Source: an optimization exercise on an open RTL-to-GDS flow (aim: small area, a short achievable clock period and few clock cycles). Production flows keep margins and buffers that such runs may drop. No activity file was given, so power comes from the tool's default toggle rates.

==> flow/design.v (excerpt) <==
module bdm_codec (
    input  wire         clk,
    input  wire         rst,
    input  wire         req_valid,
    output wire         req_ready,
    input  wire [7:0]   req,
    input  wire [7:0]   p0,
    input  wire [7:0]   p1,
    input  wire [39:0]  hdr,
    input  wire [8:0]   din_len,
    input  wire         din_valid,
    output wire         din_ready,
    input  wire [7:0]   din_data,
    output wire         dout_valid,
    input  wire         dout_ready,
    output wire [7:0]   dout_data,
    output wire         dout_last,
    output wire         done,
    output wire [3:0]   st,
    output wire [2:0]   cls,
    output wire [7:0]   rb,
    output wire         rf,
    output wire [7:0]   opc,
    output wire [7:0]   ctl,
    output wire [7:0]   len,
    output wire [191:0] fld,
    output wire [7:0]   fv
);
    localparam [3:0] ST_OK        = 4'h0,
                     ST_EMPTY     = 4'h1,
                     ST_TRUNC     = 4'h2,
                     ST_CHECKSUM  = 4'h3,
  ...
Size: roughly 1,300 cells after synthesis, roughly 340 I/O pins, ~0.011 mm² of cells after synthesis.
==> flow/config.mk <==
export PLATFORM = sky130hd
export DESIGN_NAME = bdm_codec
export DESIGN_NICKNAME = bdm_codec
export VERILOG_FILES = /design/flow/design.v
export SDC_FILE = /design/flow/constraint.sdc
export NUM_CORES = 4
export LEC_CHECK = 0
export ABC_AREA = 1
export CAP_MARGIN = 20
export CORE_MARGIN = 2
export CORE_UTILIZATION = 40
export CTS_BUF_LIST = sky130_fd_sc_hd__clkbuf_16
export CTS_CLUSTER_DIAMETER = 80
export CTS_CLUSTER_SIZE = 20
export PLACE_DENSITY = 0.7
export SETUP_SLACK_MARGIN = 3.5
export SLEW_MARGIN = 20
==> flow/constraint.sdc <==
create_clock -name core_clock -period 6.0 [get_ports {clk}]
set_input_delay 1.2000 -clock core_clock [delete_from_list [all_inputs] [get_ports {clk}]]
set_output_delay 1.2000 -clock core_clock [all_outputs]
set_load 0.01 [all_outputs]
standard.sh (not shown) runs the stock make flow with config.mk's settings and CLKGATE_MAP_FILE= SYNTH_SCRIPT=/design/flow/synth_recipe.tcl, a recipe that flattens the netlist after the stock synthesis.
==> flow/flow/run.sh <==
#!/bin/bash
set -euo pipefail
export BUFFER_PORTS_ARGS="-buffer_cell sky130_fd_sc_hd__buf_1"
bash standard.sh > standard.log 2>&1
The baseline passed the timing, DRC and antenna checks.
Edit:
--- a/flow/design.v
+++ b/flow/design.v
@@ -127,21 +127,29 @@
             4'd5:    bbyte = e_src ? 8'h07 : (e_get ? 8'h03 : 8'h04);
             4'd6:    bbyte = 8'h01;
             4'd7:    bbyte = e_wop;
             4'd8:    bbyte = e_get ? 8'h00 : r_ctl;
             4'd9:    bbyte = e_src ? r_opc : 8'h00;
             4'd10:   bbyte = e_src ? 8'h01 : 8'h00;
             default: bbyte = 8'h00;
         endcase
     end
     wire b_cs = (cb == (e_src ? 4'd13 : (e_get ? 4'd9 : 4'd10)));
-    wire [7:0] hbyte = ~bn[0];
+    reg  [7:0] hbyte;
+    always @(*) begin
+        case (cb[1:0])
+            2'd1:    hbyte = ~bn[0];
+            2'd2:    hbyte = ~bn[1];
+            2'd3:    hbyte = ~bn[2];
+            default: hbyte = r_ctl;
+        endcase
+    end
     wire [7:0] x_cs = x ^ (dv ? dd : 8'h00);
     wire cs_ok  = (x == din_data);
     wire pre_ok = !f_trunc && !f_len && !f_opc && !f_pshort;
     wire [7:0] rem2 = rem[7:0] - 8'd2;
     wire fin_ok = pre_ok && cs_ok;
     reg [3:0] st_fin;
     reg [2:0] cls_fin;
     always @(*) begin
         if (f_trunc)          begin st_fin = ST_TRUNC;     cls_fin = 3'd1; end
         else if (cs_bad)      begin st_fin = ST_CHECKSUM;  cls_fin = 3'd2; end
@@ -245,51 +253,37 @@
             end
             if (k_build && adv && b_cs)
                 k_build <= 1'b0;
             if (out_end) begin
                 dv <= 1'b0;
                 dn <= 1'b1;
                 rr <= 1'b1;
             end
         end
     end
-    wire dd_rdy  = rdy;                                           
-    wire dd_hdr  = k_enc_hdr && adv;                              
-    wire dd_din  = k_enc_dat && din_fire && adv;                  
-    wire dd_skid = skid_out;                                      
-    wire dd_cs   = (k_enc_cs || (k_build && b_cs)) && adv;        
-    wire dd_bld  = k_build && !b_cs && adv;                       
-    wire [7:0] dd_nx = ({8{dd_rdy}}  & ((rop == 4'h4) ? hdr[7:0] : 8'hA6)) |
-                       ({8{dd_hdr}}  & hbyte) |
-                       ({8{dd_din}}  & din_data) |
-                       ({8{dd_skid}} & r_opc) |
-                       ({8{dd_cs}}   & x_cs) |
-                       ({8{dd_bld}}  & bbyte);
-    always @(posedge clk)
-        if (dd_rdy || dd_hdr || dd_din || dd_skid || dd_cs || dd_bld)
-            dd <= dd_nx;
     integer i;
     always @(posedge clk) begin
         if (rdy) begin
             k_csum   <= (rop == 4'h2);
             k_verify <= (rop == 4'h3);
             k_frame  <= frame_op;
             k_pget   <= (rop == 4'h7) && r_get;
             k_ser    <= (rop == 4'h7) && (ren == 4'hB);
             k_xsel   <= (rop == 4'h1) || (rop == 4'h2);
             ent      <= ren;
             rem      <= din_len;
             lastf    <= (din_len == 9'd1);
             m        <= 8'h00;
             c        <= 5'd0;
             cb       <= 4'd1;
             dl       <= 1'b0;
+            dd       <= (rop == 4'h4) ? hdr[7:0] : 8'hA6;
             x        <= (rop == 4'h9) ? acc_fed : 8'h00;
             f_trunc  <= frame_op && (din_len < 9'd7);
             f_len    <= 1'b0;
             f_pshort <= 1'b0;
             f_opc    <= 1'b0;
             bn[0]    <= ~hdr[15:8];
             bn[1]    <= ~hdr[23:16];
             bn[2]    <= ~hdr[31:24];
             r_ctl    <= go_enc ? hdr[39:32] : go_build ? p0 : 8'h00;
             r_opc    <= go_build ? p1 : 8'h00;
@@ -310,35 +304,42 @@
                 if (k_frame) m <= din_data;
             end
             if (c == 5'd6) f_opc <= k_pget && (din_data != e_wop);
             if (c == 5'd5 && k_frame) r_ctl <= din_data;
             if (c == 5'd6 && k_frame) r_opc <= din_data;
             if (c == 5'd7) bn[0]  <= ~din_data;
             if (c == 5'd8) bn[1]  <= ~din_data;
             if (c == 5'd9) bn[2]  <= ~din_data;
         end
         if (k_enc_hdr && adv) begin
-            cb    <= cb1;
-            bn[0] <= bn[1];
-            bn[1] <= bn[2];
-            bn[2] <= ~r_ctl;
+            dd <= hbyte;
+            cb <= cb1;
         end
         if (k_enc_dat && din_fire) begin
             rem   <= rem - 9'd1;
             lastf <= (rem == 9'd2);
-            if (!adv) r_opc <= din_data;
+            if (adv) dd <= din_data;
+            else     r_opc <= din_data;
         end
-        if (k_enc_cs && adv)
+        if (skid_out) dd <= r_opc;
+        if (k_enc_cs && adv) begin
+            dd <= x_cs;
             dl <= 1'b1;
+        end
         if (k_build && adv) begin
             cb <= cb1;
-            if (b_cs) dl <= 1'b1;
+            if (b_cs) begin
+                dd <= x_cs;
+                dl <= 1'b1;
+            end else begin
+                dd <= bbyte;
+            end
         end
         if ((k_enc_hdr || k_enc_dat || k_enc_cs || k_build || dl) && dv && dout_ready)
             x <= x_cs;
         if (k_clr) begin
             r_ctl <= 8'h00;
             r_opc <= 8'h00;
             m     <= 8'h00;
         end
         if (out_end) begin
             r_ctl <= 8'h00;
Routed wire length went down by 0.49%.
Critical path depth fell by 1.
Core utilization is higher by 0.18 points.
Cell area rises by about 0.9%.
Worst setup slack improved by 0.027 ns.
Sequential share of layout area fell by 1.0 points.
Power came out higher by about 3.6%.
First-iteration DRC count went up by about 32%.
Global-route usage goes down by 0.51 points.
No functional check of the RTL was part of any run of this note.

==> re-timing with driven ports <==
How much do the figures lean on ideal ports? The routed layouts below were timed once more, with nothing changed but the port constraints. Step 1 assumes that a clkbuf_16 drives the clock port and a buf_2 every other input. Step 2, shift: input delay + t, output delay - t, t = (earliest + latest rising clock arrival at the registers) / 2. This alone moves slack from input paths to output paths. Three values: ideal, step 1, step 2; two values: the first two.
run | t, ns | slack for setup (ns) | hold slack, ns | worst setup path after step 2 | pins driven straight from the clock port
the first run | 0.540 | 3.507 / 3.459 / 2.994 | 0.475 / 0.475 / 0.475 | input to register | 1
the second run | 0.552 | 3.534 / 3.487 / 3.031 | 0.474 / 0.474 / 0.474 | input to register | 1
After both steps every run listed still meets setup and hold. The setup slack of the first run, which loses most, moves by -0.048 ns with the drivers and by -0.513 ns with both steps.
